This is an optimization exercise on Yosys and OpenROAD, whose aim is small area, a short achievable clock period and few clock cycles per item, not a production implementation. In this exercise RTL edits were held to simulation tests only and were not proved equivalent to the original. No activity file was given, so power comes from the tool's default toggle rates.

### design/flow/run.sh
#!/bin/bash
# synth_recipe.tcl (not shown) runs the flow's synth.tcl, then flattens the netlist and writes it again
# the make line also repeats each setting of config.mk as NAME=value (left out here)
make -C /OpenROAD-flow-scripts/flow DESIGN_CONFIG=/design/flow/config.mk WORK_HOME=/design/flow/orfs CLKGATE_MAP_FILE= SYNTH_SCRIPT=/design/flow/synth_recipe.tcl finish
### design/flow/design.v
module rfser_chframe (
    input  wire        clk,
    input  wire        rst,           
    input  wire        start,
    output wire        ready,
    input  wire [4:0]  chan_count,    
    input  wire [4:0]  chan_start,    
    input  wire [1:0]  fs_mode,       
    input  wire        rangecheck,
    input  wire        ctr_load,
    input  wire [15:0] ctr_value,
    output reg  [4:0]  tab_addr,
    input  wire [15:0] ch_out,
    input  wire [15:0] ch_center,
    input  wire [15:0] fs_val,
    output reg         out_valid,
    input  wire        out_ready,
    output reg  [7:0]  out_byte,
    output reg         out_last
);
    localparam [7:0]  SYNC          = 8'h7E;
    localparam [7:0]  TC_MODULE     = 8'h01;
    localparam [7:0]  TID_CHANNELS  = 8'h03;
    localparam [15:0] CTR_RELOAD    = 16'd1000;
    localparam [1:0]  FS_NOTSET     = 2'd0;
    localparam [1:0]  FS_HOLD       = 2'd1;
    localparam [1:0]  FS_CUSTOM     = 2'd2;
    localparam [1:0]  FS_NOPULSES   = 2'd3;
    localparam [1:0]  P_HDR = 2'd0,   
                      P_DAT = 2'd1,   
                      P_CRC = 2'd2,   
                      P_END = 2'd3;   
    function automatic ge13(input [12:0] y, input [12:0] c);
        integer i;
        begin
            ge13 = 1'b1;
            for (i = 0; i < 13; i = i + 1)
                ge13 = c[i] ? (y[i] & ge13) : (y[i] | ge13);
        end
    endfunction
    reg        ready_r;
    reg        first;      
    reg [1:0]  ph;
    reg [2:0]  cnt;
    reg [3:0]  pl;         
    reg        ok;         
    reg [15:0] counter;
    reg [15:0] sum;        
    reg [1:0]  fsme;       
    reg        fresh;      
    reg        rc;
    reg [2:0]  ahi;        
    reg [15:0] rin_raw;    
    reg [15:0] rin_cen;    
    assign ready = ready_r;
    wire ph_hdr = (ph == P_HDR);
    wire ph_dat = (ph == P_DAT);
    wire ph_crc = (ph == P_CRC);
    wire ph_end = (ph == P_END);
    wire adv    = ~out_valid | out_ready;
    wire can_ld = ~ready_r & ~ph_end & (~ph_dat | ok);
    reg [12:0] ya;
    reg [13:0] ca;
    reg [12:0] y;
    reg [13:0] cb;
    reg [12:0] w;
    reg [13:0] cw;
    reg [10:0] w1;
    reg [11:0] ci;
    integer i;
    localparam [12:0] K = 13'd1096;
    always @(*) begin
        ca[0] = 1'b0;
        ya[0] = rin_raw[0];
        ca[1] = 1'b0;
        for (i = 1; i < 13; i = i + 1) begin
            ya[i]   = rin_raw[i] ^ rin_cen[i-1] ^ ca[i];
            ca[i+1] = (rin_raw[i] & rin_cen[i-1]) | (ca[i] & (rin_raw[i] ^ rin_cen[i-1]));
        end
        cb[0] = 1'b0;
        for (i = 0; i < 13; i = i + 1) begin
            y[i]    = ya[i] ^ K[i] ^ cb[i];
            cb[i+1] = K[i] ? (ya[i] | cb[i]) : (ya[i] & cb[i]);
        end
        w[0]  = y[0];
        w[1]  = y[1] ^ y[0];
        cw[2] = y[1] & y[0];
        for (i = 2; i < 13; i = i + 1) begin
            w[i]    = y[i] ^ y[i-1] ^ cw[i];
            cw[i+1] = (y[i] & y[i-1]) | (cw[i] & (y[i] ^ y[i-1]));
        end
        ci[0] = 1'b1;
        for (i = 0; i < 11; i = i + 1) begin
            w1[i]   = w[i+2] ^ ci[i];
            ci[i+1] = w[i+2] & ci[i];
        end
    end
    wire signed [4:0] hu = {{2{rin_raw[15]}}, rin_raw[15:13]} + {rin_cen[15], rin_cen[15:12]};
    wire [1:0] c13 = {1'b0, ca[13]} + {1'b0, cb[13]};
    wire hz0 = (hu == 5'sd0),  hz1 = (hu == -5'sd1), hz2 = (hu == -5'sd2);
    wire hn0 = hu[4],          hn1 = hu[4] & ~hz1,   hn2 = hu[4] & ~hz1 & ~hz2;
    wire hzero = (c13 == 2'd0) ? hz0 : (c13 == 2'd1) ? hz1 : hz2;
    wire hneg  = (c13 == 2'd0) ? hn0 : (c13 == 2'd1) ? hn1 : hn2;
    wire y_ge_lo = ge13(y, 13'd2734);
    wire y_gt_hi = ge13(y, 13'd5458);
    wire clamp_lo = hneg | (hzero & ~y_ge_lo);
    wire clamp_hi = (~hneg & ~hzero) | (hzero & y_gt_hi);
    wire [1:0] h = w[11:10];
    wire [9:0] l = w[9:0];
    wire ones8  = &l[9:2];
    wire zeros8 = ~|l[9:2];
    wire h0 = (h == 2'd0), h1 = (h == 2'd1), h2 = (h == 2'd2), h3 = (h == 2'd3);
    wire kge1 = w[12] ? (~h0 | (ones8 & l[1] & l[0]))
                      : (h[1] | (h1 & ~zeros8));
    wire kge2 = w[12] ? (h[1] | (h1 & ones8 & l[1]))
                      : (h3 | (h2 & ~(zeros8 & ~(l[1] & l[0]))));
    wire keq3 = w[12] ? (h3 | (h2 & ones8 & (l[1] | l[0])))
                      : (h3 & ~(zeros8 & ~l[1]));
    wire cin = (w[1:0] == 2'd1) ? keq3 :
               (w[1:0] == 2'd2) ? kge2 :
               (w[1:0] == 2'd3) ? kge1 : 1'b0;
    wire [10:0] sc = cin ? w1 : w[12:2];
    wire due      = (fsme != FS_NOTSET);
    wire sel_fs   = (fsme == FS_CUSTOM);
    wire fs_hold  = sel_fs & (rin_raw == 16'd2000);
    wire fs_nop   = sel_fs & (rin_raw == 16'd2001);
    wire force_hi = (fsme == FS_HOLD) | fs_hold;
    wire force_lo = (fsme == FS_NOPULSES) | fs_nop;
    wire [10:0] chval = force_hi ? 11'd2047 :
                        force_lo ? 11'd0 :
                        clamp_hi ? 11'd2046 :
                        clamp_lo ? 11'd1 : sc;
    wire [7:0] addend = fresh ? out_byte : 8'd0;
    reg [15:0] sum_add;
    reg [16:0] cs;
    always @(*) begin
        cs[0] = 1'b0;
        for (i = 0; i < 8; i = i + 1) begin
            sum_add[i] = sum[i] ^ addend[i] ^ cs[i];
            cs[i+1]    = (sum[i] & addend[i]) | (cs[i] & (sum[i] ^ addend[i]));
        end
        for (i = 8; i < 16; i = i + 1) begin
            sum_add[i] = sum[i] ^ cs[i];
            cs[i+1]    = sum[i] & cs[i];
        end
    end
    reg [15:0] ctr_dec;
    reg [16:0] bw;
    always @(*) begin
        bw[0] = 1'b1;
        for (i = 0; i < 16; i = i + 1) begin
            ctr_dec[i] = counter[i] ^ bw[i];
            bw[i+1]    = bw[i] & ~counter[i];
        end
    end
    wire ctr_zero = bw[16];
    wire [7:0]  len = (pl[3:2] == 2'd0) ? 8'd16 : (pl[3:2] == 2'd1) ? 8'd28 : 8'd40;
    reg  [7:0]  nbyte;
    always @(*) begin
        case (ph)
            P_HDR: case (cnt)
                3'd1:    nbyte = len;
                3'd2:    nbyte = TC_MODULE;
                3'd3:    nbyte = TID_CHANNELS;
                3'd4:    nbyte = {rc, due, 6'd0};
                default: nbyte = 8'h00;
            endcase
            P_DAT: case (cnt)
                3'd0:    nbyte = chval[7:0];
                3'd1:    nbyte = {chval[3:0], 1'b0, ahi};
                default: nbyte = {1'b0, chval[10:4]};
            endcase
            default: nbyte = cnt[0] ? ~sum[7:0] : ~sum_add[15:8];
        endcase
    end
    wire body = (ph_hdr & (cnt >= 3'd2)) | ph_dat;
    wire last_pair = (pl == 4'd0);
    wire d0 = ph_dat & ((cnt == 3'd0) | ((cnt == 3'd2) & ~last_pair));
    wire d1 = (ph_hdr & (cnt == 3'd5)) | (ph_dat & (cnt == 3'd1) & ~last_pair) |
              (ph_dat & (cnt == 3'd2) & ~last_pair);
    wire [4:0] tab_inc = tab_addr + 5'd1;
    wire [4:0] tab_dec = tab_addr - 5'd1;
    wire [4:0] tab_adv   = can_ld ? (d1 ? tab_inc : tab_addr) :
                           (~ok & d0) ? tab_inc : tab_addr;
    wire [4:0] tab_stall = ~d0 ? tab_addr : ok ? tab_dec : tab_inc;
    wire [1:0] g_in = (chan_count <= 5'd8) ? 2'd1 : (chan_count <= 5'd16) ? 2'd2 : 2'd3;
    always @(posedge clk) begin
        rin_raw <= sel_fs ? fs_val : ch_out;
        rin_cen <= ch_center;
    end
    always @(posedge clk) begin
        if (rst) begin
            ready_r   <= 1'b1;
            out_valid <= 1'b0;
            first     <= 1'b0;
        end else if (ready_r) begin
            ready_r   <= ~start;
            out_valid <= start;
            first     <= start;
        end else begin
            first <= 1'b0;
            if (adv) begin
                out_valid <= can_ld;
                ready_r   <= ph_end;
            end
        end
    end
    always @(posedge clk) begin
        if (rst)
            counter <= 16'd0;
        else if (ready_r & ctr_load & ~start)
            counter <= ctr_value;
        else if (first)
            counter <= ctr_zero ? CTR_RELOAD : ctr_dec;
    end
    always @(posedge clk) begin
        if (first) begin
            fsme <= ctr_zero ? fs_mode : FS_NOTSET;
            rc   <= rangecheck;
        end
    end
    always @(posedge clk) begin
        if (ready_r) begin
            tab_addr <= chan_start;
            ok       <= 1'b1;
        end else begin
            tab_addr <= adv ? tab_adv : tab_stall;
            ok       <= adv | ~ok | ~d0;
        end
    end
    always @(posedge clk) begin
        sum   <= ready_r ? 16'd0 : sum_add;
        fresh <= ~ready_r & adv & can_ld & body;
    end
    always @(posedge clk) begin
        if (ready_r) begin
            ph       <= P_HDR;
            cnt      <= 3'd1;
            pl       <= {g_in - 2'd1, 2'b11};
            out_byte <= SYNC;
            out_last <= 1'b0;
        end else if (adv & can_ld) begin
            out_byte <= nbyte;
            out_last <= ph_crc & cnt[0];
            if (ph_dat & (cnt == 3'd0))
                ahi <= chval[10:8];
            case (ph)
                P_HDR: if (cnt == 3'd5) begin
                    ph  <= P_DAT;
                    cnt <= 3'd0;
                end else begin
                    cnt <= cnt + 3'd1;
                end
                P_DAT: if (cnt == 3'd2) begin
                    cnt <= 3'd0;
                    if (last_pair) ph <= P_CRC;
                    pl  <= pl - 4'd1;
                end else begin
                    cnt <= cnt + 3'd1;
                end
                P_CRC: if (cnt[0]) ph <= P_END;
                       else        cnt <= 3'd1;
                default: ;
            endcase
        end
    end
endmodule
### design/flow/constraint.sdc
create_clock -name core_clock -period 33.0 [get_ports {clk}]
set_input_delay 6.6000 -clock core_clock [delete_from_list [all_inputs] [get_ports {clk}]]
set_output_delay 6.6000 -clock core_clock [all_outputs]
set_load 0.01 [all_outputs]
### design/flow/config.mk
export PLATFORM = sky130hd
export DESIGN_NAME = rfser_chframe
export DESIGN_NICKNAME = rfser_chframe
export VERILOG_FILES = /design/flow/design.v
export SDC_FILE = /design/flow/constraint.sdc
export NUM_CORES = 4
export LEC_CHECK = 0
export CAP_MARGIN = 20
export CORE_MARGIN = 2
export CORE_UTILIZATION = 40
export PLACE_DENSITY = 0.6
export SLEW_MARGIN = 20
==> reports/qor.csv, run 1 <==
metric;value;unit
path_cells;clkdlybuf4s50_1 > nor2b_1 > nor2_1 > nand2_1 > nand2b_1 > a31oi_1 > nor2_1;
place_ws;24.23;ns
power_density;62.7;nW/um2
final_core_util;50.6;%
dieArea;16700;um2
grt_max_degree;43;
crit_arrival;8.40;ns
cts_tree;done;
rows;45;
setup_ws;24.62;ns
vias_per_cell;5.07;
syn_avg_cell_area;9.31;um2
cts_made_buffers;9;
cp.required;33.02;ns
synth-edff-count;13;
start_util;41.0;%
num-fill-cells;1473;
finalCriticalPeriod;8.38;ns
portBuffers;97;
syn_area;6260;um2
cts_setup_buffers;0;
drive_gt1_share;6.28;%
wire_per_inst;14.6;um
cts_resized;0;
cp_max_fo;10;
critPathTopFamily;simple AND/OR/NAND/NOR gates;
cpMostUsedCell;nor2_1;
antenna_cells;0;
drv_slew;0;
finalHoldViolCount;0;
ys_async_sr_fraction;0;%
end_kind;flip-flop;
syn2layout_area_growth;23.4;%
wirelength;14200;um
ys.flop_type;dfxtp_1;
postRouteAntennaNets;0;
r2r_start;rin_raw[1];
rsz0062_at_grt;no;
clk_pin_slew;0.07;ns
yosysWarnings;1;
die_w;129;um
clockRootBuffer;clkbuf_16;
ctsHtreeMaxLevel;3;
timing.critical_path.buf_inv;1;
synth_cells;672;
ys_seq_elements;98;
drv_cap;0;
status;timing/DRC/antenna clean;
dieHeight;129;um
gp_congestion;0.865;
grt_use_total;18.1;%
clockBufferDepth;2;
first_pass_iters;4;
grt_pass1_vias;4994;
crit_path_start;out_ready;
slew_headroom;45.3;%
nets;929;
min_period_over_period;25.4;%
startpoint_type;input port;
irDropWorstVdd;0.0309;mV
grt_antenna_before_repair;0;
grt_overflow;0;
yosysUniqueCellTypes;69;
crit_path_max_incr_delay;0.45;ns
leakage;3.26;nW
crit_slowest_cell;clkdlybuf4s50_1;
final.setup.tns;0;ns
pin_count;98;
dp_hpwl;11200;um
core_area;15300;um2
syn_nets;842;
setup_viol;0;
worst_pin_slew;0.809;ns
holdCritStartpoint;out_last;
fin_worst_skew;0.00910;ns
clkSinkCount;98;
hold_path.class;flip-flop to flip-flop;
vias;4943;
first_iter_violations;221;
yosysSeqAreaShare;33.4;%
cts_hold_buf;0;
fmax;119;MHz
grt_first_pass_wirelength;24000;um
dpl_cell_area;7420;um2
drc;0;
design_area;7720;um2
insertion_delay;0.36;ns
worst_hold_slack;0.494;ns
criticalPathCategory;input port to flip-flop;
tightest hold or removal path, delay by kind of cell, from the launching register on:
family | cells | cell delay [ns]
compound gates | 1 | 0.06
flops | 1 | 0.33
simple gates | 1 | 0.06
layout by cell type, fill, tap and decap left out, types with 5 or more instances in the layout:
| master | synthesis | final |
|---|---|---|
| a211o_1 | 6 | 6 |
| a211oi_1 | 16 | 16 |
| a21oi_1 | 18 | 18 |
| a221oi_1 | 9 | 9 |
| a31oi_1 | 5 | 5 |
| and2_1 | 11 | 11 |
| clkbuf_16 | 0 | 10 |
| clkdlybuf4s50_1 | 0 | 97 |
| dfxtp_1 | 85 | 85 |
| edfxtp_1 | 13 | 13 |
| fa_1 | 27 | 27 |
| ha_1 | 61 | 61 |
| inv_1 | 78 | 78 |
| mux2_2 | 21 | 21 |
| mux2i_1 | 14 | 14 |
| nand2_1 | 53 | 53 |
| nand2b_1 | 6 | 6 |
| nand3_1 | 6 | 6 |
| nor2_1 | 57 | 57 |
| nor2b_1 | 20 | 20 |
| nor3_1 | 17 | 17 |
| o211ai_1 | 6 | 6 |
| o21ai_0 | 30 | 30 |
| o22ai_1 | 5 | 5 |
| xnor2_1 | 9 | 9 |
| xor2_1 | 5 | 5 |
cells by family (layout without fill, tap and decap cells):
family | count (synthesis) | in the layout | synth area share [%]
and+or+nand+nor | 198 | 198 | 15.6
xor gates and xnor gates | 15 | 15 | 2.34
adders and majority gates | 88 | 88 | 20.8
muxes | 36 | 36 | 6.38
buffers and inverters | 103 | 195 | 6.20
AOI/OAI and AO/OA | 134 | 134 | 15.2
DFF | 98 | 98 | 33.4
flip-flops by register name, indices dropped and copies added (netlist names), 3 cells and up:
name / count
cnt: 3
sum: 16
counter: 16
rin_raw: 16
tab_addr: 5
ahi: 3
rin_cen: 16
pl: 4
out_byte: 8
cell usage after synthesis (9+ instances only):
cell type / n / area (um2)
fa_1: 27 / 541
clkbuf_1: 20 / 75.1
inv_1: 78 / 293
a21oi_1: 18 / 90.1
nor2b_1: 20 / 125
mux2_2: 21 / 236
mux2i_1: 14 / 140
dfxtp_1: 85 / 1700
edfxtp_1: 13 / 390
a211oi_1: 16 / 120
nor3_1: 17 / 85.1
nand2_1: 53 / 199
and2_1: 11 / 68.8
ha_1: 61 / 763
xnor2_1: 9 / 78.8
nor2_1: 57 / 214
o21ai_0: 30 / 150
a221oi_1: 9 / 78.8
worst paths after layout:
kind                 endpoint  slack (ns)  depth (start not counted)
setup / recovery  tab_addr[2]       24.62                          7
hold / removal       out_last        0.49                          2
setup reg to reg  out_byte[2]       25.25                         28
hold reg to reg      out_last        0.49                          2
per-stage QoR:
step	total power [W]	instances
2_1_floorplan	0.000315	672
3_3_place_gp	0.000375	959
3_5_place_dp	0.000378	959
4_1_cts	0.000487	975
5_1_grt	0.000524	975
6_report	0.000484	975
report_power, final:
group	internal (W)	leakage [nW]	switching [W]
Clock	0.0000572	0.152	0.0000499
Sequential	0.000130	0.829	0.00000742
Combinational	0.000106	2.28	0.000133
Total	0.000294	3.26	0.000190
metal layers:
layer | track usage [%] | vias up | part of all wire (%)
met5 | 0 | - | 0
li1 | - | 2517 | -
met1 | 24.0 | 2281 | 47
met4 | 3.84 | 0 | 1.4
met3 | 4.91 | 17 | 5.6
met2 | 29.8 | 128 | 46
cell type report:
| class | instances | area (um2) | area share (%) |
|---|---|---|---|
| multi-input cells | 471 | 3780 | 48.9 |
| flip-flops and latches | 98 | 2090 | 27.1 |
| repair buffers | 100 | 993 | 12.9 |
| inverters | 79 | 297 | 3.84 |
| well taps | 211 | 264 | 3.42 |
| clock buffers | 10 | 250 | 3.24 |
| clock inverters | 6 | 50.0 | 0.648 |
Testbench counts, summed over its fixed seeds: cycles 15,852, frames 384.
==> inputs of run 2 (changes only) <==
--- a/design/flow/design.v
+++ b/design/flow/design.v
@@ -182,4 +182,4 @@
     wire [4:0] tab_dec = tab_addr - 5'd1;
-    wire [4:0] tab_adv   = can_ld ? (d1 ? tab_inc : tab_addr) :
-                           (~ok & d0) ? tab_inc : tab_addr;
+    wire [4:0] tab_adv   = ready_r ? chan_start :
+                           (can_ld ? d1 : (~ok & d0)) ? tab_inc : tab_addr;
     wire [4:0] tab_stall = ~d0 ? tab_addr : ok ? tab_dec : tab_inc;
@@ -194,15 +194,9 @@
             out_valid <= 1'b0;
-            first     <= 1'b0;
-        end else if (ready_r) begin
-            ready_r   <= ~start;
-            out_valid <= start;
-            first     <= start;
-        end else begin
-            first <= 1'b0;
-            if (adv) begin
-                out_valid <= can_ld;
-                ready_r   <= ph_end;
-            end
-        end
-    end
+        end else if (adv) begin
+            ready_r   <= ready_r ? ~start : ph_end;
+            out_valid <= ready_r ?  start : can_ld;
+        end
+    end
+    always @(posedge clk)
+        first <= ~rst & ready_r & start;
     always @(posedge clk) begin
@@ -221,10 +215,8 @@
     end
-    always @(posedge clk) begin
-        if (ready_r) begin
-            tab_addr <= chan_start;
-            ok       <= 1'b1;
-        end else begin
-            tab_addr <= adv ? tab_adv : tab_stall;
-            ok       <= adv | ~ok | ~d0;
-        end
+    always @(posedge clk)
+        if (ph_dat & (cnt == 3'd0) & ok)
+            ahi <= chval[10:8];
+    always @(posedge clk) begin
+        tab_addr <= adv ? tab_adv : tab_stall;
+        ok       <= adv | ~ok | ~d0;
     end
@@ -235,31 +227,31 @@
     always @(posedge clk) begin
-        if (ready_r) begin
-            ph       <= P_HDR;
-            cnt      <= 3'd1;
-            pl       <= {g_in - 2'd1, 2'b11};
-            out_byte <= SYNC;
-            out_last <= 1'b0;
-        end else if (adv & can_ld) begin
-            out_byte <= nbyte;
-            out_last <= ph_crc & cnt[0];
-            if (ph_dat & (cnt == 3'd0))
-                ahi <= chval[10:8];
-            case (ph)
-                P_HDR: if (cnt == 3'd5) begin
-                    ph  <= P_DAT;
-                    cnt <= 3'd0;
-                end else begin
-                    cnt <= cnt + 3'd1;
-                end
-                P_DAT: if (cnt == 3'd2) begin
-                    cnt <= 3'd0;
-                    if (last_pair) ph <= P_CRC;
-                    pl  <= pl - 4'd1;
-                end else begin
-                    cnt <= cnt + 3'd1;
-                end
-                P_CRC: if (cnt[0]) ph <= P_END;
-                       else        cnt <= 3'd1;
-                default: ;
-            endcase
+        if (adv) begin
+            if (ready_r) begin
+                ph       <= P_HDR;
+                cnt      <= 3'd1;
+                pl       <= {g_in - 2'd1, 2'b11};
+                out_byte <= SYNC;
+                out_last <= 1'b0;
+            end else if (can_ld) begin
+                out_byte <= nbyte;
+                out_last <= ph_crc & cnt[0];
+                case (ph)
+                    P_HDR: if (cnt == 3'd5) begin
+                        ph  <= P_DAT;
+                        cnt <= 3'd0;
+                    end else begin
+                        cnt <= cnt + 3'd1;
+                    end
+                    P_DAT: if (cnt == 3'd2) begin
+                        cnt <= 3'd0;
+                        if (last_pair) ph <= P_CRC;
+                        pl  <= pl - 4'd1;
+                    end else begin
+                        cnt <= cnt + 3'd1;
+                    end
+                    P_CRC: if (cnt[0]) ph <= P_END;
+                           else        cnt <= 3'd1;
+                    default: ;
+                endcase
+            end
         end
==> design/flow/flow/run.sh (new file) <==
#!/bin/bash
# Layout: the standard flow (standard synthesis unchanged), except that the
# buffer placed on every input and output port is the smallest buffer cell
# (sky130_fd_sc_hd__buf_1) instead of the one buffer_ports picks by default.
# Each tool's full output goes to a log file of its own in this folder.
set -euo pipefail
bash standard.sh synth > synth.log 2>&1
bash standard.sh "BUFFER_PORTS_ARGS=-buffer_cell sky130_fd_sc_hd__buf_1" finish > layout.log 2>&1
==> design/flow/standard.sh (new file) <==
#!/bin/bash
# synth_recipe.tcl (not shown) runs the flow's synth.tcl, then flattens the netlist and writes it again
# the make line also repeats each setting of config.mk as NAME=value (left out here)
make -C /OpenROAD-flow-scripts/flow DESIGN_CONFIG=/design/flow/config.mk WORK_HOME=/design/flow/orfs CLKGATE_MAP_FILE= SYNTH_SCRIPT=/design/flow/synth_recipe.tcl "${@:-finish}"
removed: design/flow/run.sh
==> reports/qor.csv, run 2 <==
metric;value;unit;change
final.setup.tns;0;ns;unchanged
cts_made_buffers;9;;unchanged
criticalPathCategory;input port to flip-flop;;
cts_hold_buf;0;;unchanged
crit_arrival;7.98;ns;-0.42 ns
fmax;126;MHz;+5.6%
vias;4891;;-1.1%
p_sw_share;41.0;%;+1.7 points
irDropWorstVdd;0.0341;mV;+10%
design_area;7190;um2;-6.9%
synth_top_area_cell;dfxtp_1;;
ys_seq_elements;98;;unchanged
slew_headroom;42.7;%;-2.6 points
fin_worst_skew;0.00861;ns;-0.000497 ns
insertion_delay;0.35;ns;about the same
grt_first_pass_wirelength;22700;um;-5.6%
wire_per_inst;14.2;um;-2.5%
status;timing/DRC/antenna clean;;
ctsHtreeMaxLevel;3;;unchanged
finalHoldViolCount;0;;unchanged
clockRootBuffer;clkbuf_16;;
cts_setup_buffers;0;;unchanged
yosysWarnings;1;;unchanged
portBuffers;97;;unchanged
drv_slew;0;;unchanged
setup_viol;0;;unchanged
power_density;76.9;nW/um2;+23%
antenna_cells;0;;unchanged
end_kind;flip-flop;;
synth-edff-count;29;;+16
nets;917;;-1.3%
drc;0;;unchanged
p_comb_share;51.4;%;+2.0 points
seqPwrFrac;28.8;%;+0.4 points
vias_per_cell;5.05;;-0.34%
clkSinkCount;98;;unchanged
clockBufferDepth;2;;unchanged
syn_area;6360;um2;+1.6%
yosysSeqAreaShare;35.4;%;+2.0 points
first_pass_iters;4;;unchanged
yosysUniqueCellTypes;65;;-5.8%
synth.area.top_cells;dfxtp_1, edfxtp_1, ha_1;;
first_iter_violations;287;;+30%
min_period_over_period;24.0;%;-1.4 points
postRouteAntennaNets;0;;unchanged
grt_use_total;16.9;%;-1.2 points
grt_max_degree;54;;+26%
drv_cap;0;;unchanged
wirelength;13800;um;-3.2%
synth_top_area_share;21.7;%;-5.5 points
grt_pass1_vias;4784;;-4.2%
grt_overflow;0;;unchanged
dp_cells;952;;-0.73%
grt_antenna_before_repair;0;;unchanged
hold_path.class;flip-flop to flip-flop;;
synthTopCellsByCount;inv_1, dfxtp_1, ha_1;;
p_int;0.000326;W;+11%
syn2layout_area_growth;13.0;%;
rsz0062_at_grt;no;;
post-synth-top-count-cell;inv_1;;
instances_no_fill;968;;-0.72%
leakage;3.03;nW;-7.0%
cts_resized;0;;unchanged
clkPwrFrac;19.8;%;-2.3 points
dpl_cell_area;6880;um2;-7.3%
cts_tree;done;;
ys_async_sr_fraction;0;%;unchanged
rows;46;;+2.2%
final_cell_mix;buf_1, inv_1, dfxtp_1;;
start_util;40.5;%;-0.54 points
cp_max_fo;10;;unchanged
startpoint_type;input port;;
pin_count;98;;unchanged
total_power;0.000553;W;+14%
final_common_cell;buf_1;;
gp_congestion;0.870;;+0.59%
die_w;130;um;+0.78%
finalCriticalPeriod;7.93;ns;-0.446 ns
synth_cells;661;;-1.6%
dieHeight;130;um;+0.78%
drive_gt1_share;7.58;%;+1.3 points
p_switching;0.000227;W;+19%
worst_pin_slew;0.859;ns;+0.0501 ns
ys.flop_type;dfxtp_1;;
worst_hold_slack;0.515;ns;+0.0218 ns
syn_nets;831;;-1.3%
clk_pin_slew;0.06;ns;about the same
dieArea;16900;um2;+1.6%
cp.required;33.05;ns;+0.03 ns
syn_avg_cell_area;9.62;um2;+3.3%
dp_hpwl;10600;um;-5.5%
core_area;15700;um2;+3.0%
run 2: worst max-delay path, cell delays in order:
cell and delay (ns):
buf_1 0.08, nor2b_1 0.13, nor2_1 0.69, o31ai_1 0.24, nor2_1 0.23
run 2: area by class of cell:
class                           instances  area [um2]
Inverter                               78         293
Clock inverter                          3        47.5
Timing Repair Buffer                  100         387
Sequential cell                        98        2250
Fill cell                            1552        8530
Clock buffer                           13         260
Multi-Input combinational cell        460        3680
Tap cell                              216         270
run 2: per-stage QoR:
step | setup WS, ns | util, %
6_report | 25.07 | 45.7
4_1_cts | 25.07 | 45.7
5_1_grt | 24.86 | 45.7
3_3_place_gp | 24.79 | 43.8
2_1_floorplan | 25.05 | -
3_5_place_dp | 24.71 | 43.8
run 2: routing by layer:
metal | vias to the layer above | wire length [um] | global-route usage [%]
met3 | 24 | 479 | 2.91
met1 | 2305 | 6590 | 22.3
met2 | 104 | 6420 | 27.7
met5 | - | 0 | 0
met4 | 0 | 281 | 6.83
li1 | 2458 | - | -
run 2: path summary, 6_finish.rpt:
check	start	endpoint	slack, ns	cells after the start
min reg2reg	ok	ok	0.52	1
min	ok	ok	0.52	1
max reg2reg	rin_raw[1]	out_byte[3]	25.22	28
max	out_ready	ph[0]	25.07	5
run 2: cell families (layout without fill, tap and decap cells):
| group | after synthesis | in the layout | share of synthesized area (%) |
|---|---|---|---|
| XOR/XNOR | 17 | 17 | 2.58 |
| AO/OA/AOI/OAI | 129 | 129 | 13.7 |
| AND/OR/NAND/NOR | 191 | 191 | 15.1 |
| adder cells (fa/ha/maj) | 88 | 88 | 20.5 |
| buffers and inverters | 103 | 194 | 6.75 |
| multiplexers | 35 | 35 | 6.02 |
| flip-flops | 98 | 98 | 35.4 |
run 2: power groups by stage:
stage                     sequential (W)  clock (W)  combinational [W]
after floorplan                 0.000157          0           0.000223
after global placement          0.000161          0           0.000274
after detailed placement        0.000162          0           0.000280
after CTS                       0.000159   0.000113           0.000284
after global routing            0.000162   0.000117           0.000317
final                           0.000159   0.000110           0.000284
Testbench counts of run 2, summed over its fixed seeds: cycles 15,852, frames 384.
==> inputs of run 3 (changes only) <==
==> design/flow/flow/run.sh (replaced) <==
#!/bin/bash
# Layout: the standard flow (standard synthesis unchanged), except that
#  - the buffer placed on every input and output port is the smallest buffer
#    cell (sky130_fd_sc_hd__buf_1) instead of the one buffer_ports picks, and
#  - clock tree synthesis builds the tree from clkbuf_8 cells and inserts no
#    dummy balancing loads.
# Each tool's full output goes to a log file of its own in this folder.
set -euo pipefail
bash standard.sh synth > synth.log 2>&1
bash standard.sh \
  "BUFFER_PORTS_ARGS=-buffer_cell sky130_fd_sc_hd__buf_1" \
  "CTS_ARGS=-sink_clustering_enable -repair_clock_nets -dont_use_dummy_load -buf_list sky130_fd_sc_hd__clkbuf_8" \
  finish > layout.log 2>&1
--- a/design/flow/config.mk
+++ b/design/flow/config.mk
@@ -11,2 +11,2 @@
 export PLACE_DENSITY = 0.6
-export SLEW_MARGIN = 20
+export SLEW_MARGIN = 60
==> reports/qor.csv, run 3 <==
metric;value;unit;change
min_path_cells;1;;unchanged
cts_made_buffers;9;;unchanged
syn_nets;831;;unchanged
routed-wl-met2;6270;um;-2.3%
core_area;15700;um2;unchanged
reg2reg_depth;28;;unchanged
startpoint_type;flip-flop;;
nets;919;;+0.22%
dieHeight;130;um;unchanged
multiInputGateArea;3700;um2;+0.58%
hold_path.class;flip-flop to flip-flop;;
regArea;2250;um2;about the same
timing.critical_path.buf_inv;6;;+5
yosysWarnings;1;;unchanged
synth_top_area_cell;dfxtp_1;;
first_iter_violations;233;;-19%
final.setup.tns;0;ns;unchanged
syn_area;6360;um2;unchanged
wirelength;13500;um;-1.9%
drive_gt1_share;8.03;%;+0.45 points
grt_max_degree;54;;unchanged
postRouteAntennaNets;0;;unchanged
final_common_cell;buf_1;;
rsz0062_at_grt;no;;
min_period_over_period;23.1;%;-0.90 points
yosysUniqueCellTypes;65;;unchanged
crit_cells;28;;+23
status;timing/DRC/antenna clean;;
drc;0;;unchanged
dpl_cell_area;6900;um2;+0.35%
wire_per_inst;14.0;um;-1.3%
synth.area.top_cells;dfxtp_1, edfxtp_1, ha_1;;
final_core_util;44.8;%;-0.90 points
fin_worst_skew;0.0303;ns;+0.0217 ns
vias_per_cell;5.02;;-0.55%
clk_pin_slew;0.08;ns;+0.02 ns
dp_hpwl;10600;um;+0.57%
cts_setup_buffers;0;;unchanged
end_kind;flip-flop;;
grt_first_pass_wirelength;22200;um;-1.9%
start_util;40.5;%;unchanged
die_w;130;um;unchanged
critPathTopFamily;adder cells;;
crit_path_max_incr_delay;0.44;ns;-0.25 ns
clkSinkCount;98;;unchanged
portBuffers;97;;unchanged
clockBufferDepth;2;;unchanged
antenna_cells;0;;unchanged
first_pass_iters;5;;+1
irDropWorstVdd;0.0337;mV;-1.4%
cpMostUsedCell;fa_1;;
yosysSeqAreaShare;35.4;%;unchanged
ys.flop_type;dfxtp_1;;
synth-edff-count;29;;unchanged
finalCriticalPeriod;7.64;ns;-0.296 ns
finalHoldViolCount;0;;unchanged
grt_pass1_vias;4776;;-0.17%
criticalPathCategory;flip-flop to flip-flop;;
pin_count;98;;unchanged
cp_max_fo;10;;unchanged
power_density;72.1;nW/um2;-6.3%
wl_met3;513;um;+7.1%
clockRootBuffer;clkbuf_8;;
ys_async_sr_fraction;0;%;unchanged
drv_slew;0;;unchanged
synth_top_area_share;21.7;%;unchanged
drv_cap;0;;unchanged
total_power;0.000508;W;-8.2%
grt_use_total;16.6;%;-0.33 points
ctsHtreeMaxLevel;3;;unchanged
highest_layer;met4;;
slew_headroom;65.2;%;+22 points
final_cell_mix;buf_1, inv_1, dfxtp_1;;
cts_resized;0;;unchanged
leakage;2.96;nW;-2.2%
syn_avg_cell_area;9.62;um2;unchanged
cts_tree;done;;
insertion_delay;0.38;ns;+0.03 ns
dieArea;16900;um2;unchanged
gp_congestion;0.870;;unchanged
post-synth-top-count-cell;inv_1;;
crit_arrival;7.75;ns;-0.23 ns
cp.required;33.11;ns;+0.06 ns
crit_slowest_cell;fa_1;;
synth_cells;661;;unchanged
num-fill-cells;1569;;+1.1%
synthTopCellsByCount;inv_1, dfxtp_1, ha_1;;
grt_overflow;0;;unchanged
rows;46;;unchanged
syn2layout_area_growth;10.8;%;
wl_met1;6500;um;-1.4%
grt_antenna_before_repair;0;;unchanged
setup_viol;0;;unchanged
ys_seq_elements;98;;unchanged
cts_hold_buf;0;;unchanged
vias;4839;;-1.1%
worst_pin_slew;0.521;ns;-0.339 ns
fmax;131;MHz;+3.9%
design_area;7050;um2;-2.0%
[run 3: cell counts after synthesis]
No cell type changed its count.
[run 3: worst paths after layout]
| path | slack [ns] | startpoint | to |
|---|---|---|---|
| max | 25.36 | rin_raw[1] | out_byte[3] |
| min reg2reg | 0.51 | ok | ok |
| max reg2reg | 25.36 | rin_raw[1] | out_byte[3] |
| min | 0.51 | ok | ok |
[run 3: cell type report]
type	instances	area share, %
multi-input combinational	460	52.5
sequential	98	32.0
inverter	78	4.16
timing repair buffer	102	5.77
clock buffer	9	1.76
tap	216	3.84
[run 3: report_power, final]
part	internal, W	switching, W	total, W
clock network	0.0000245	0.0000377	0.0000622
logic	0.000122	0.000166	0.000288
registers	0.000143	0.0000149	0.000158
total	0.000289	0.000218	0.000508
[run 3: cell families after synthesis]
| group | after synthesis | share of synthesized area (%) |
|---|---|---|
| simple gates | 191 | 15.1 |
| compound gates | 129 | 13.7 |
| xor+xnor | 17 | 2.58 |
| mux | 35 | 6.02 |
| flops | 98 | 35.4 |
| buf+inv | 103 | 6.75 |
| fa+ha+maj | 88 | 20.5 |
[run 3: routing by layer]
metal	up-vias	GRT usage [%]
li1	2448	-
met1	2271	22.2
met2	103	27.0
met3	17	2.71
met4	0	6.20
met5	-	0
[run 3: worst reg2reg max path, delay by kind of cell, from the launching register on]
| kind | cells | cell delay (ns) |
|---|---|---|
| fa+ha+maj | 13 | 4.30 |
| compound gates | 6 | 1.22 |
| buf+inv | 6 | 0.42 |
| flops | 1 | 0.40 |
| mux | 1 | 0.40 |
| simple gates | 1 | 0.36 |
| xor+xnor | 1 | 0.30 |
[run 3: per-stage QoR]
stage / instances / hold slack (ns) / setup WS (ns)
global route: 963 / 0.527 / 25.02
global placement: 952 / 0.487 / 24.79
floorplan: 661 / 0.472 / 25.05
CTS: 963 / 0.507 / 25.28
finish: 963 / 0.505 / 25.36
detailed placement: 954 / 0.492 / 25.00
==> inputs of run 4 (changes only) <==
--- a/design/flow/design.v
+++ b/design/flow/design.v
@@ -47,3 +47,3 @@
     reg [15:0] counter;
-    reg [15:0] sum;        
+    reg [12:0] sum;        
     reg [1:0]  fsme;       
@@ -133,4 +133,4 @@
     wire [7:0] addend = fresh ? out_byte : 8'd0;
-    reg [15:0] sum_add;
-    reg [16:0] cs;
+    reg [12:0] sum_add;
+    reg [13:0] cs;
     always @(*) begin
@@ -141,3 +141,3 @@
         end
-        for (i = 8; i < 16; i = i + 1) begin
+        for (i = 8; i < 13; i = i + 1) begin
             sum_add[i] = sum[i] ^ cs[i];
@@ -172,3 +172,3 @@
             endcase
-            default: nbyte = cnt[0] ? ~sum[7:0] : ~sum_add[15:8];
+            default: nbyte = cnt[0] ? ~sum[7:0] : {3'b111, ~sum_add[12:8]};
         endcase
@@ -209,2 +209,4 @@
     end
+    always @(posedge clk)
+        rc <= rangecheck;
     always @(posedge clk) begin
@@ -212,3 +214,2 @@
             fsme <= ctr_zero ? fs_mode : FS_NOTSET;
-            rc   <= rangecheck;
         end
@@ -223,3 +224,3 @@
     always @(posedge clk) begin
-        sum   <= ready_r ? 16'd0 : sum_add;
+        sum   <= ready_r ? 13'd0 : sum_add;
         fresh <= ~ready_r & adv & can_ld & body;
==> reports/qor.csv, run 4 <==
metric;value;unit;change
synth_top_area_cell;dfxtp_1;;
nets;934;;+1.6%
grt_max_degree;51;;-5.6%
drv_cap;0;;unchanged
end_kind;flip-flop;;
setup_ws;25.11;ns;-0.256 ns
grt_antenna_before_repair;0;;unchanged
fin_worst_skew;0.0213;ns;-0.00903 ns
yosysWarnings;1;;unchanged
wirelength;13900;um;+2.6%
place_ws;24.94;ns;-0.0671 ns
syn_area;6310;um2;-0.77%
p_switching;0.000250;W;+14%
dp_hpwl;11000;um;+3.3%
cp_max_fo;13;;+3
synth_cells;680;;+2.9%
seqPwrFrac;27.8;%;-3.3 points
p_comb_share;61.3;%;+4.6 points
fmax;127;MHz;-3.2%
ys_async_sr_fraction;0;%;unchanged
grt_pass1_vias;5018;;+5.1%
total_power;0.000551;W;+8.6%
crit_slowest_cell;or2_1;;
critPathTopFamily;adder cells;;
dieHeight;130;um;-0.37%
ys_seq_elements;95;;-3.1%
portBuffers;97;;unchanged
setup_viol;0;;unchanged
pin_count;98;;unchanged
startpoint_type;flip-flop;;
synthTopCellsByCount;inv_1, dfxtp_1, nor2_1;;
finalCriticalPeriod;7.90;ns;+0.256 ns
crit_arrival;7.99;ns;+0.24 ns
synth.area.top_cells;dfxtp_1, edfxtp_1, ha_1;;
p_sw_share;45.4;%;+2.4 points
crit_path_max_incr_delay;0.50;ns;+0.06 ns
core_area;15300;um2;-2.5%
cts_setup_buffers;0;;unchanged
syn2layout_area_growth;10.9;%;
timing.critical_path.buf_inv;6;;unchanged
min_period_over_period;23.9;%;+0.78 points
die_w;130;um;-0.37%
grt_overflow;0;;unchanged
num-fill-cells;1554;;-0.96%
slew_headroom;65.4;%;+0.25 points
irDropWorstVdd;0.0462;mV;+37%
cpMostUsedCell;fa_1;;
insertion_delay;0.38;ns;about the same
yosysUniqueCellTypes;71;;+9.2%
antenna_cells;0;;unchanged
syn_avg_cell_area;9.28;um2;-3.5%
dieArea;16800;um2;-0.74%
final_common_cell;buf_1;;
ys.flop_type;dfxtp_1;;
ctsHtreeMaxLevel;3;;unchanged
first_pass_iters;5;;unchanged
worst_pin_slew;0.517;ns;-0.00377 ns
status;timing/DRC/antenna clean;;
drv_slew;0;;unchanged
start_util;41.2;%;+0.73 points
synth_top_area_share;21.3;%;-0.47 points
grt_use_met1;22.9;%;+0.65 points
vias_per_cell;5.16;;+2.6%
final_core_util;45.7;%;+0.86 points
cts_tree;done;;
synth-edff-count;28;;-3.4%
grt_first_pass_wirelength;23500;um;+5.5%
power_density;78.8;nW/um2;+9.3%
rsz0062_at_grt;no;;
criticalPathCategory;flip-flop to flip-flop;;
cts_hold_buf;0;;unchanged
final_cell_mix;buf_1, inv_1, dfxtp_1;;
post-synth-top-count-cell;inv_1;;
drc;0;;unchanged
yosysSeqAreaShare;34.6;%;-0.84 points
finalHoldViolCount;0;;unchanged
cts_resized;0;;unchanged
use_met3;3.92;%;+1.2 points
leakage;2.86;nW;-3.3%
p_int;0.000301;W;+4.1%
busiest_layer;met2;;
postRouteAntennaNets;0;;unchanged
gr-usage-met2;28.8;%;+1.7 points
clockBufferDepth;2;;unchanged
clk_pin_slew;0.08;ns;about the same
clkSinkCount;95;;-3.1%
drive_gt1_share;6.93;%;-1.1 points
syn_nets;847;;+1.9%
first_iter_violations;253;;+8.6%
clkPwrFrac;10.9;%;-1.3 points
final.setup.tns;0;ns;unchanged
wire_per_inst;14.2;um;+1.2%
cts_made_buffers;9;;unchanged
rows;45;;-2.2%
reg_top3;counter (16), rin_cen (16), rin_raw (16);;
vias;5033;;+4.0%
grt_use_total;17.5;%;+0.89 points
gp_congestion;0.902;;+3.6%
worst_hold_slack;0.515;ns;+0.0101 ns
cp.required;33.10;ns;about the same
clockRootBuffer;clkbuf_8;;
hold_path.class;flip-flop to flip-flop;;
==> run 4: layout make-up <==
cell class / instances / area (um2) / area share (%)
multi-input cells: 482 / 3730 / 53.3
flip-flops and latches: 95 / 2180 / 31.2
repair buffers: 103 / 410 / 5.86
inverters: 76 / 285 / 4.08
well taps: 211 / 264 / 3.77
clock buffers: 9 / 124 / 1.77
==> run 4: worst register-to-register path, delay by kind of cell (launching register included) <==
| kind | cells | cell delay, ns |
|---|---|---|
| buffers and inverters | 6 | 0.41 |
| AND/OR/NAND/NOR | 5 | 1.10 |
| adder cells (fa/ha/maj) | 13 | 4.30 |
| AO/OA/AOI/OAI | 3 | 0.81 |
| flip-flops | 1 | 0.37 |
| XOR/XNOR | 1 | 0.27 |
| multiplexers | 1 | 0.34 |
==> run 4: logic make-up (layout without fill, tap and decap cells) <==
family                   count (synthesis)  count (layout)  share of synthesized area [%]
buffers and inverters                  103             188                           6.52
flip-flops                              95              95                           34.6
XOR/XNOR                                19              19                           2.88
AND/OR/NAND/NOR                        212             212                           16.5
AO/OA/AOI/OAI                          142             142                           15.3
multiplexers                            24              24                           4.20
adder cells (fa/ha/maj)                 85              85                           20.1
==> run 4: path summary, 6_finish.rpt <==
path	to	start	depth (start not counted)	slack, ns
max	out_byte[7]	rin_raw[1]	29	25.11
min reg2reg	sum[12]	sum[12]	2	0.52
max reg2reg	out_byte[7]	rin_raw[1]	29	25.11
min	sum[12]	sum[12]	2	0.52
==> run 4: routing by layer <==
metal / wire length, um / share of wire, %
met5: 0 / 0
met4: 221 / 1.6
met3: 752 / 5.4
met2: 6420 / 46
met1: 6480 / 47
==> run 4: through the flow <==
step | instance area [um2] | std cells
after floorplan | 6310 | 680
after global placement | 6830 | 964
after detailed placement | 6860 | 967
after CTS | 6990 | 976
after global routing | 7000 | 976
final | 7000 | 976
==> run 4: power by group through the flow <==
stage / registers, W / logic [W] / clock network (W)
2_1_floorplan: 0.000154 / 0.000267 / 0
6_report: 0.000153 / 0.000338 / 0.0000600
4_1_cts: 0.000153 / 0.000337 / 0.0000631
5_1_grt: 0.000156 / 0.000381 / 0.0000674
3_5_place_dp: 0.000156 / 0.000335 / 0
3_3_place_gp: 0.000157 / 0.000321 / 0
Testbench counts of run 4, summed over its fixed seeds: cycles 15,852, frames 384.
==> inputs of run 5 (changes only) <==
==> design/flow/flow/run.sh (replaced) <==
#!/bin/bash
# Layout: the standard flow (standard synthesis unchanged), except that
#  - the buffer placed on every input and output port is the smallest buffer
#    cell (sky130_fd_sc_hd__buf_1) instead of the one buffer_ports picks, and
#  - clock tree synthesis inserts no dummy balancing loads.
# Each tool's full output goes to a log file of its own in this folder.
set -euo pipefail
bash standard.sh synth > synth.log 2>&1
bash standard.sh \
  "BUFFER_PORTS_ARGS=-buffer_cell sky130_fd_sc_hd__buf_1" \
  "CTS_ARGS=-sink_clustering_enable -repair_clock_nets -dont_use_dummy_load" \
  finish > layout.log 2>&1
==> reports/qor.csv, run 5 <==
metric;value;unit;change
status;timing/DRC/antenna clean;;
cts_made_buffers;9;;unchanged
leakage;2.91;nW;+1.6%
cp_max_fo;13;;unchanged
ys.flop_type;dfxtp_1;;
power_density;81.3;nW/um2;+3.2%
syn2layout_area_growth;12.5;%;
dieHeight;130;um;unchanged
drc;0;;unchanged
synthTopCellsByCount;inv_1, dfxtp_1, nor2_1;;
synth_top_area_share;21.3;%;unchanged
first_pass_iters;5;;unchanged
r2r_setup_slack;25.10;ns;about the same
grt_antenna_before_repair;0;;unchanged
p_switching;0.000252;W;+0.84%
hold_path.class;flip-flop to flip-flop;;
slew_headroom;64.9;%;-0.50 points
post-synth-top-count-cell;inv_1;;
final_common_cell;buf_1;;
dp_hpwl;11000;um;unchanged
grt_max_degree;51;;unchanged
syn_area;6310;um2;unchanged
drv_slew;0;;unchanged
yosysSeqAreaShare;34.6;%;unchanged
fmax;127;MHz;about the same
core_area;15300;um2;unchanged
start_util;41.2;%;unchanged
antenna_cells;0;;unchanged
synth-edff-count;28;;unchanged
yosysWarnings;1;;unchanged
clkSinkCount;95;;unchanged
synth_cells;680;;unchanged
fin_worst_skew;0.0164;ns;-0.00491 ns
cts_tree;done;;
end_kind;flip-flop;;
synth_fa_ha_area_share;20.1;%;unchanged
reg_top3;counter (16), rin_cen (16), rin_raw (16);;
vias_per_cell;5.18;;+0.40%
rsz0062_at_grt;no;;
critPathTopFamily;adder cells;;
die_w;130;um;unchanged
cts_hold_buf;0;;unchanged
grt_first_pass_wirelength;23400;um;-0.44%
cp.required;33.07;ns;-0.03 ns
syn_nets;847;;unchanged
gp_congestion;0.902;;unchanged
pin_count;98;;unchanged
postRouteAntennaNets;0;;unchanged
startpoint_type;flip-flop;;
instances_no_fill;976;;unchanged
p_comb_share;58.4;%;-2.9 points
dieArea;16800;um2;unchanged
grt_pass1_vias;4984;;-0.68%
insertion_delay;0.35;ns;-0.03 ns
synth.area.top_cells;dfxtp_1, edfxtp_1, ha_1;;
first_iter_violations;260;;+2.8%
syn_avg_cell_area;9.28;um2;unchanged
grt_overflow;0;;unchanged
cts_resized;0;;unchanged
final_core_util;46.4;%;+0.66 points
clk_pin_slew;0.06;ns;-0.02 ns
crit_arrival;7.97;ns;-0.02 ns
irDropWorstVdd;0.0453;mV;-1.8%
crit_path_max_incr_delay;0.51;ns;about the same
clockRootBuffer;clkbuf_16;;
cpMostUsedCell;fa_1;;
vias;5053;;+0.40%
finalCriticalPeriod;7.90;ns;+0.00540 ns
nets;934;;unchanged
yosys.area_share.simple;16.5;%;unchanged
finalHoldViolCount;0;;unchanged
clockBufferDepth;2;;unchanged
ys_async_sr_fraction;0;%;unchanged
yosysUniqueCellTypes;71;;unchanged
synth_compound_area_share;15.3;%;unchanged
ys_seq_elements;95;;unchanged
setup_viol;0;;unchanged
dp_cells;967;;unchanged
p_sw_share;43.7;%;-1.7 points
synth_xor_area_share;2.88;%;unchanged
muxShareOfSynthArea;4.20;%;unchanged
crit_slowest_cell;or2_1;;
rows;45;;unchanged
criticalPathCategory;flip-flop to flip-flop;;
worst_pin_slew;0.526;ns;+0.00948 ns
final.setup.tns;0;ns;unchanged
drive_gt1_share;6.93;%;unchanged
synth_top_family_by_area;adder cells;;
cts_setup_buffers;0;;unchanged
synth_top_area_cell;dfxtp_1;;
p_int;0.000325;W;+7.9%
seqPwrFrac;26.6;%;-1.2 points
clkPwrFrac;15.0;%;+4.1 points
wire_per_inst;14.2;um;-0.29%
final_cell_mix;buf_1, inv_1, dfxtp_1;;
ctsHtreeMaxLevel;3;;unchanged
min_period_over_period;23.9;%;about the same
grt_use_total;17.4;%;-0.079 points
timing.critical_path.buf_inv;6;;unchanged
portBuffers;97;;unchanged
drv_cap;0;;unchanged
wirelength;13800;um;-0.29%
run 5: metrics by stage:
stage / hold slack [ns] / worst slack [ns] / cell area (um2) / power, W
after detailed placement: 0.495 / 24.94 / 6860 / 0.000491
after global placement: 0.491 / 24.74 / 6830 / 0.000479
final: 0.503 / 25.10 / 7100 / 0.000577
after global routing: 0.564 / 24.72 / 7100 / 0.000632
after floorplan: 0.463 / 25.05 / 6310 / 0.000421
after CTS: 0.507 / 25.10 / 7090 / 0.000580
run 5: area by class of cell:
type,instances,area (um2)
fillers,1535,8210
multi-input cells,482,3730
flip-flops and latches,95,2180
repair buffers,103,410
inverters,76,285
well taps,211,264
clock buffers,9,225
run 5: worst paths after layout:
kind,from,depth (start not counted),end
max,rin_raw[1],29,out_byte[7]
max reg2reg,rin_raw[1],29,out_byte[7]
min,counter[15],2,counter[15]
min reg2reg,counter[15],2,counter[15]
run 5: metal layers:
layer  up-vias  GRT usage [%]  share of wire (%)
met5         -              0                  0
met4         0           5.12                1.7
met1      2359           23.0                 47
li1       2527              -                  -
met3        18           4.21                5.2
met2       149           28.4                 46
run 5: cells by family (layout without fill, tap and decap cells):
group                    count (synthesis)  in the layout
XOR/XNOR                                19             19
flip-flops                              95             95
AO/OA/AOI/OAI                          142            142
AND/OR/NAND/NOR                        212            212
buffers and inverters                  103            188
adder cells (fa/ha/maj)                 85             85
multiplexers                            24             24
run 5: tightest hold or removal path, delay by kind of cell, from the launching register on:
kind | cells | cell delay [ns]
flip-flops | 1 | 0.32
AO/OA/AOI/OAI | 2 | 0.14
run 5: power by group through the flow:
stage          Clock [W]  Combinational, W  Sequential, W
2_1_floorplan          0          0.000267       0.000154
3_3_place_gp           0          0.000321       0.000157
3_5_place_dp           0          0.000335       0.000156
4_1_cts        0.0000892          0.000337       0.000153
5_1_grt        0.0000944          0.000381       0.000156
6_report       0.0000864          0.000337       0.000153
==> inputs of run 6 (changes only) <==
==> design/flow/flow/run.sh (replaced) <==
#!/bin/bash
# Layout: the standard flow (standard synthesis unchanged), except that
#  - the buffer placed on every input and output port is the smallest buffer
#    cell (sky130_fd_sc_hd__buf_1) instead of the one buffer_ports picks,
#  - clock tree synthesis builds the tree from clkbuf_8 cells and inserts no
#    dummy balancing loads, and
#  - timing repair aims at a setup slack of 25.4 ns (the clock period and the
#    constraints are the design's; only the repair target is raised).
# Each tool's full output goes to a log file of its own in this folder.
set -euo pipefail
bash standard.sh synth > synth.log 2>&1
bash standard.sh \
  "BUFFER_PORTS_ARGS=-buffer_cell sky130_fd_sc_hd__buf_1" \
  "CTS_ARGS=-sink_clustering_enable -repair_clock_nets -dont_use_dummy_load -buf_list sky130_fd_sc_hd__clkbuf_8" \
  SETUP_SLACK_MARGIN=25.4 \
  finish > layout.log 2>&1
==> reports/qor.csv, run 6 <==
metric;value;unit;change
status;timing/DRC/antenna clean;;
crit_arrival;0.95;ns;-7.02 ns
syn_avg_cell_area;9.28;um2;unchanged
final.setup.tns;0;ns;unchanged
synth_top_family_by_area;adder cells;;
synthTopCellsByCount;inv_1, dfxtp_1, nor2_1;;
dieArea;16800;um2;unchanged
wire_per_inst;14.4;um;+1.4%
drive_gt1_share;9.68;%;+2.7 points
clk_pin_slew;0.09;ns;+0.03 ns
pin_count;98;;unchanged
power_density;81.6;nW/um2;+0.39%
setup_viol;0;;unchanged
vias;5082;;+0.57%
grt_use_total;17.4;%;-0.030 points
insertion_delay;0.37;ns;+0.02 ns
grt_overflow;0;;unchanged
drv_slew;0;;unchanged
portBuffers;97;;unchanged
final_common_cell;buf_1;;
fin_worst_skew;0.0302;ns;+0.0138 ns
syn_area;6310;um2;unchanged
setup_ws;25.45;ns;+0.346 ns
ctsHtreeMaxLevel;3;;unchanged
cts_hold_buf;0;;unchanged
first_iter_violations;204;;-22%
grt_pass1_vias;5057;;+1.5%
post-synth-top-count-cell;inv_1;;
synth_fa_ha_area_share;20.1;%;unchanged
end_kind;output pin;;
synth-edff-count;28;;unchanged
cts_tree;done;;
reg_top3;counter (16), rin_cen (16), rin_raw (16);;
postRouteAntennaNets;0;;unchanged
grt_first_pass_wirelength;23400;um;unchanged
synth.area.top_cells;dfxtp_1, edfxtp_1, ha_1;;
ys.flop_type;dfxtp_1;;
worst_pin_slew;0.519;ns;-0.00688 ns
yosysWarnings;1;;unchanged
cts_made_buffers;9;;unchanged
start_util;41.2;%;unchanged
clockBufferDepth;2;;unchanged
nets;944;;+1.1%
finalHoldViolCount;0;;unchanged
grt_antenna_before_repair;0;;unchanged
synth_top_area_cell;dfxtp_1;;
timing.critical_path.buf_inv;1;;-5
grt_max_degree;51;;unchanged
hold_path.class;flip-flop to flip-flop;;
fmax;132;MHz;+4.6%
yosysUniqueCellTypes;71;;unchanged
drc;0;;unchanged
first_pass_iters;5;;unchanged
crit_path_max_incr_delay;0.43;ns;-0.08 ns
criticalPathCategory;flip-flop to output pin;;
syn_nets;847;;unchanged
dieHeight;130;um;unchanged
syn2layout_area_growth;13.3;%;
synth_top_area_share;21.3;%;unchanged
path_cells;clkbuf_2;;
rows;45;;unchanged
cp_max_fo;3;;-10
slew_headroom;65.3;%;+0.39 points
wirelength;14200;um;+2.4%
final_cell_mix;buf_1, inv_1, dfxtp_1;;
die_w;130;um;unchanged
antenna_cells;0;;unchanged
rsz0062_at_grt;no;;
clkSinkCount;95;;unchanged
min_period_over_period;22.9;%;-1.0 points
finalCriticalPeriod;7.55;ns;-0.346 ns
gp_congestion;0.877;;-2.8%
cp.required;26.40;ns;-6.67 ns
vias_per_cell;5.15;;-0.45%
irDropWorstVdd;0.0384;mV;-15%
drv_cap;0;;unchanged
synth_cells;680;;unchanged
critPathTopFamily;flip-flops;;
startpoint_type;flip-flop;;
ys_seq_elements;95;;unchanged
dp_hpwl;11000;um;+0.66%
core_area;15300;um2;unchanged
leakage;2.93;nW;+0.87%
clockRootBuffer;clkbuf_8;;
crit_slowest_cell;edfxtp_1;;
synth_xor_area_share;2.88;%;unchanged
synth_compound_area_share;15.3;%;unchanged
ys_async_sr_fraction;0;%;unchanged
muxShareOfSynthArea;4.20;%;unchanged
yosysSeqAreaShare;34.6;%;unchanged
yosys.area_share.simple;16.5;%;unchanged
place_ws;25.19;ns;+0.253 ns
-- run 6: per-layer routing --
| metal | global-route usage [%] | vias to the layer above | wire length [um] |
|---|---|---|---|
| li1 | - | 2536 | - |
| met3 | 3.96 | 17 | 770 |
| met1 | 22.6 | 2383 | 6590 |
| met4 | 5.12 | 0 | 188 |
| met2 | 28.9 | 146 | 6610 |
| met5 | 0 | - | 0 |
-- run 6: cell type report --
cell class / instances / area, um2
tap: 211 / 264
inverter: 76 / 285
sequential: 95 / 2180
clock buffer: 9 / 124
timing repair buffer: 112 / 484
multi-input combinational: 483 / 3810
fill: 1518 / 8170
-- run 6: final timing paths --
| path | startpoint | to | slack (ns) | depth (start not counted) |
|---|---|---|---|---|
| worst max-delay path | tab_addr[4] | tab_addr[4] | 25.45 | 1 |
| worst min-delay path | counter[15] | counter[15] | 0.51 | 2 |
| worst max register to register | rin_raw[1] | out_byte[4] | 25.71 | 29 |
| worst min register to register | counter[15] | counter[15] | 0.51 | 2 |
-- run 6: cells by family (layout without fill, tap and decap cells) --
logic type,Yosys count,count (layout)
flops,95,95
compound gates,142,142
buf+inv,103,197
fa+ha+maj,85,85
mux,24,24
simple gates,212,213
xor+xnor,19,19
-- run 6: per-stage QoR --
stage	power [W]	cell area [um2]	cells	utilization, %	hold slack [ns]
final	0.000583	7150	986	46.7	0.511
after global routing	0.000631	7150	986	46.7	0.574
after CTS	0.000555	7030	979	45.9	0.516
after detailed placement	0.000489	6880	966	44.9	0.503
after global placement	0.000481	6850	964	44.8	0.494
after floorplan	0.000421	6330	680	-	0.463
-- run 6: what timing repair did --
action | 4_1_cts | 5_1_grt
gates cloned | 0 | 1
setup endpoints to repair | 11 | 11
gates resized for setup | 1 | 12
pin swaps | 0 | 5
setup buffers | 4 | 6
-- run 6: report_power, final --
group / switching [W] / internal [W] / leakage (nW)
Combinational: 0.000211 / 0.000159 / 2.05
Clock: 0.0000362 / 0.0000245 / 0.0647
Sequential: 0.0000128 / 0.000139 / 0.822
==> inputs of run 7 (changes only) <==
--- a/design/flow/design.v
+++ b/design/flow/design.v
@@ -107,16 +107,8 @@
     wire clamp_hi = (~hneg & ~hzero) | (hzero & y_gt_hi);
-    wire [1:0] h = w[11:10];
-    wire [9:0] l = w[9:0];
-    wire ones8  = &l[9:2];
-    wire zeros8 = ~|l[9:2];
-    wire h0 = (h == 2'd0), h1 = (h == 2'd1), h2 = (h == 2'd2), h3 = (h == 2'd3);
-    wire kge1 = w[12] ? (~h0 | (ones8 & l[1] & l[0]))
-                      : (h[1] | (h1 & ~zeros8));
-    wire kge2 = w[12] ? (h[1] | (h1 & ones8 & l[1]))
-                      : (h3 | (h2 & ~(zeros8 & ~(l[1] & l[0]))));
-    wire keq3 = w[12] ? (h3 | (h2 & ones8 & (l[1] | l[0])))
-                      : (h3 & ~(zeros8 & ~l[1]));
-    wire cin = (w[1:0] == 2'd1) ? keq3 :
-               (w[1:0] == 2'd2) ? kge2 :
-               (w[1:0] == 2'd3) ? kge1 : 1'b0;
+    wire kge1 = y[12] ? ge13(y, 13'd4437) : ge13(y, 13'd3074);
+    wire kge2 = y[12] ? ge13(y, 13'd4778) : ge13(y, 13'd3415);
+    wire keq3 = y[12] ? ge13(y, 13'd5119) : ge13(y, 13'd3756);
+    wire cin = (y[1:0] == 2'd3) ? keq3 :
+               (y[1:0] == 2'd2) ? kge2 :
+               (y[1:0] == 2'd1) ? kge1 : 1'b0;
     wire [10:0] sc = cin ? w1 : w[12:2];
==> reports/qor.csv, run 7 <==
metric;value;unit;change
status;timing/DRC/antenna clean;;
slew_headroom;59.7;%;-5.6 points
yosysWarnings;1;;unchanged
synthTopCellsByCount;dfxtp_1, inv_1, nor2_1;;
instances_no_fill;928;;-5.9%
synth_top_area_share;21.5;%;+0.27 points
finalCriticalPeriod;7.55;ns;-0.00640 ns
clockRootBuffer;clkbuf_8;;
busiest_layer;met2;;
min_period_over_period;22.9;%;about the same
fin_worst_skew;0.0236;ns;-0.00656 ns
syn_avg_cell_area;9.60;um2;+3.5%
cts_hold_buf;0;;unchanged
syn2layout_area_growth;12.4;%;
end_kind;output pin;;
setup_viol;0;;unchanged
first_pass_iters;4;;-1
hold_path.class;flip-flop to flip-flop;;
portBuffers;97;;unchanged
gp_congestion;0.897;;+2.3%
criticalPathCategory;flip-flop to output pin;;
first_iter_violations;270;;+32%
syn_area;6230;um2;-1.2%
nets;906;;-4.0%
rsz0062_at_grt;yes;;
worst_pin_slew;0.597;ns;+0.0774 ns
cts_made_buffers;9;;unchanged
post-synth-top-count-cell;dfxtp_1;;
drv_cap;0;;unchanged
insertion_delay;0.39;ns;+0.02 ns
start_util;41.0;%;-0.21 points
irDropWorstVdd;0.0468;mV;+22%
leakage;2.78;nW;-5.1%
drc;0;;unchanged
drv_slew;0;;unchanged
cp_max_fo;2;;-1
wirelength;14200;um;+0.42%
vias;5004;;-1.5%
grt_overflow;0;;unchanged
syn_nets;813;;-4.0%
core_area;15200;um2;-0.74%
reg_top3;counter (16), rin_cen (16), rin_raw (16);;
ys_async_sr_fraction;0;%;unchanged
postRouteAntennaNets;0;;unchanged
die_w;129;um;-0.61%
rows;45;;unchanged
gr-usage-met2;29.6;%;+0.74 points
grt_pass1_vias;4960;;-1.9%
grt_use_met1;23.3;%;+0.65 points
dp_cells;914;;-5.4%
grt_max_degree;52;;+2.0%
dieHeight;129;um;-0.61%
synth.area.top_cells;dfxtp_1, edfxtp_1, ha_1;;
clockBufferDepth;2;;unchanged
dieArea;16600;um2;-1.2%
final_cell_mix;buf_1, inv_1, dfxtp_1;;
critPathTopFamily;flip-flops;;
ys_seq_elements;95;;unchanged
vias_per_cell;5.39;;+4.6%
startpoint_type;flip-flop;;
synth_cells;649;;-4.6%
yosysSeqAreaShare;35.0;%;+0.44 points
path_cells;buf_1;;
ys.flop_type;dfxtp_1;;
pin_count;98;;unchanged
yosysUniqueCellTypes;62;;-13%
synth_top_area_cell;dfxtp_1;;
grt_antenna_before_repair;0;;unchanged
grt_use_total;17.8;%;+0.40 points
power_density;70.8;nW/um2;-13%
clk_pin_slew;0.08;ns;about the same
drive_gt1_share;9.59;%;-0.083 points
total_power;0.000496;W;-15%
antenna_cells;0;;unchanged
final_common_cell;buf_1;;
final.setup.tns;0;ns;unchanged
use_met3;4.07;%;+0.11 points
clkSinkCount;95;;unchanged
crit_path_max_incr_delay;0.43;ns;about the same
synth-edff-count;28;;unchanged
dp_hpwl;11000;um;about the same
cts_tree;done;;
grt_first_pass_wirelength;23500;um;+0.50%
crit_slowest_cell;edfxtp_1;;
cp.required;26.40;ns;about the same
finalHoldViolCount;0;;unchanged
timing.critical_path.buf_inv;1;;unchanged
fmax;132;MHz;about the same
crit_arrival;0.95;ns;about the same
wire_per_inst;15.3;um;+6.7%
ctsHtreeMaxLevel;3;;unchanged
-- run 7: cell types whose count changed after synthesis, sizes merged, moves of 5 or more --
cell | before | now
mux2 | 17 | 22
inv | 76 | 66
a211oi | 13 | 22
nand2 | 54 | 37
o21ai | 39 | 28
nor2 | 63 | 55
xnor2 | 12 | 7
nand4 | 0 | 6
-- run 7: cells by family (layout without fill, tap and decap cells) --
group	Yosys count	count (layout)	synth area share, %
xor gates and xnor gates	14	14	1.97
AOI/OAI and AO/OA	137	137	15.0
muxes	33	33	6.00
buffers and inverters	91	182	5.50
DFF	95	95	35.0
and+or+nand+nor	197	197	16.7
adders and majority gates	82	82	19.8
-- run 7: area by class of cell --
cell class / instances / area [um2]
clock buffers: 9 / 124
fillers: 1515 / 8200
inverters: 66 / 248
multi-input cells: 463 / 3770
flip-flops and latches: 95 / 2180
well taps: 188 / 235
repair buffers: 107 / 440
-- run 7: worst paths after layout --
kind,startpoint,endpoint,slack [ns],cells after the start
worst max-delay path,tab_addr[3],tab_addr[3],25.45,1
worst min-delay path,sum[12],sum[12],0.51,2
worst max register to register,rin_raw[1],out_byte[1],25.80,26
worst min register to register,sum[12],sum[12],0.51,2
-- run 7: power by group --
part	internal (W)	switching, W	total, W	leakage (nW)
registers	0.000140	0.0000137	0.000153	0.821
logic	0.000118	0.000164	0.000281	1.90
clock network	0.0000245	0.0000363	0.0000608	0.0647
total	0.000282	0.000214	0.000496	2.78
-- run 7: timing repair --
item	in CTS	in global routing
resized for setup	0	1
cloned	0	0
setup buffers	4	1
endpoints found under the setup margin	4	2
-- run 7: layer usage --
metal / up-vias / wire, um / share of wire, %
met5: - / 0 / 0
met4: 0 / 172 / 1.2
met3: 16 / 760 / 5.3
met2: 142 / 6770 / 48
met1: 2361 / 6520 / 46
li1: 2485 / - / -
-- run 7: worst reg2reg max path, stage by stage (launching register included) --
cell,delay [ns]
dfxtp_1,0.33
ha_1,0.20
inv_1,0.06
fa_1,0.16
inv_1,0.05
fa_1,0.39
fa_1,0.40
fa_1,0.38
inv_1,0.07
fa_1,0.16
inv_1,0.05
fa_1,0.38
fa_1,0.37
inv_1,0.08
fa_1,0.17
inv_1,0.05
fa_1,0.38
fa_1,0.39
fa_1,0.45
ha_1,0.50
nand3b_1,0.18
a21oi_1,0.12
o31a_2,0.41
nor3_4,0.41
mux2_2,0.41
a211oi_1,0.26
o31ai_1,0.12
-- run 7: stage by stage --
| stage | worst slack [ns] | cell area (um2) | hold slack, ns | util, % |
|---|---|---|---|---|
| global placement | 25.06 | 6780 | 0.489 | 44.6 |
| finish | 25.45 | 7000 | 0.511 | 46.1 |
| floorplan | 25.40 | 6260 | 0.463 | - |
| global route | 25.40 | 7000 | 0.559 | 46.1 |
| CTS | 25.41 | 6960 | 0.515 | 45.8 |
| detailed placement | 25.19 | 6810 | 0.495 | 44.8 |
Testbench counts of run 7, summed over its fixed seeds: cycles 15,852, frames 384.

[port drivers added, routing unchanged]
In the flow no input, the clock included, has a driving cell. The finished layouts below were timed again as built, in two steps. Step 1 sets driving cells, clkbuf_16 on the clock port and buf_2 on the other inputs (assumed; they add their load-dependent delay and slew). Step 2 also shifts input and output timing later by t, the mid clock arrival at the registers, as if the neighbouring blocks saw the same clock. Three values: ideal ports, drivers, drivers and shift; two values: the first two.
run	t, ns	setup WS [ns]	worst register clock-pin slew, ns	cell pins on the clock port's net
run 1	0.395	24.619 / 24.626 / 24.232	0.07 / 0.07	1
run 2	0.387	25.065 / 25.075 / 24.688	0.07 / 0.07	1
run 3	0.396	25.362 / 25.344 / 25.026	0.10 / 0.10	1
run 4	0.401	25.105 / 25.105 / 25.074	0.09 / 0.09	1
run 5	0.385	25.100 / 25.100 / 25.075	0.07 / 0.07	1
run 6	0.395	25.446 / 25.409 / 25.179	0.10 / 0.10	1
run 7	0.407	25.452 / 25.418 / 25.194	0.10 / 0.10	1
After both steps setup and hold are still met in every run listed. The setup slack of run 1, which loses most, moves by +0.007 ns with the drivers and by -0.387 ns with both steps.
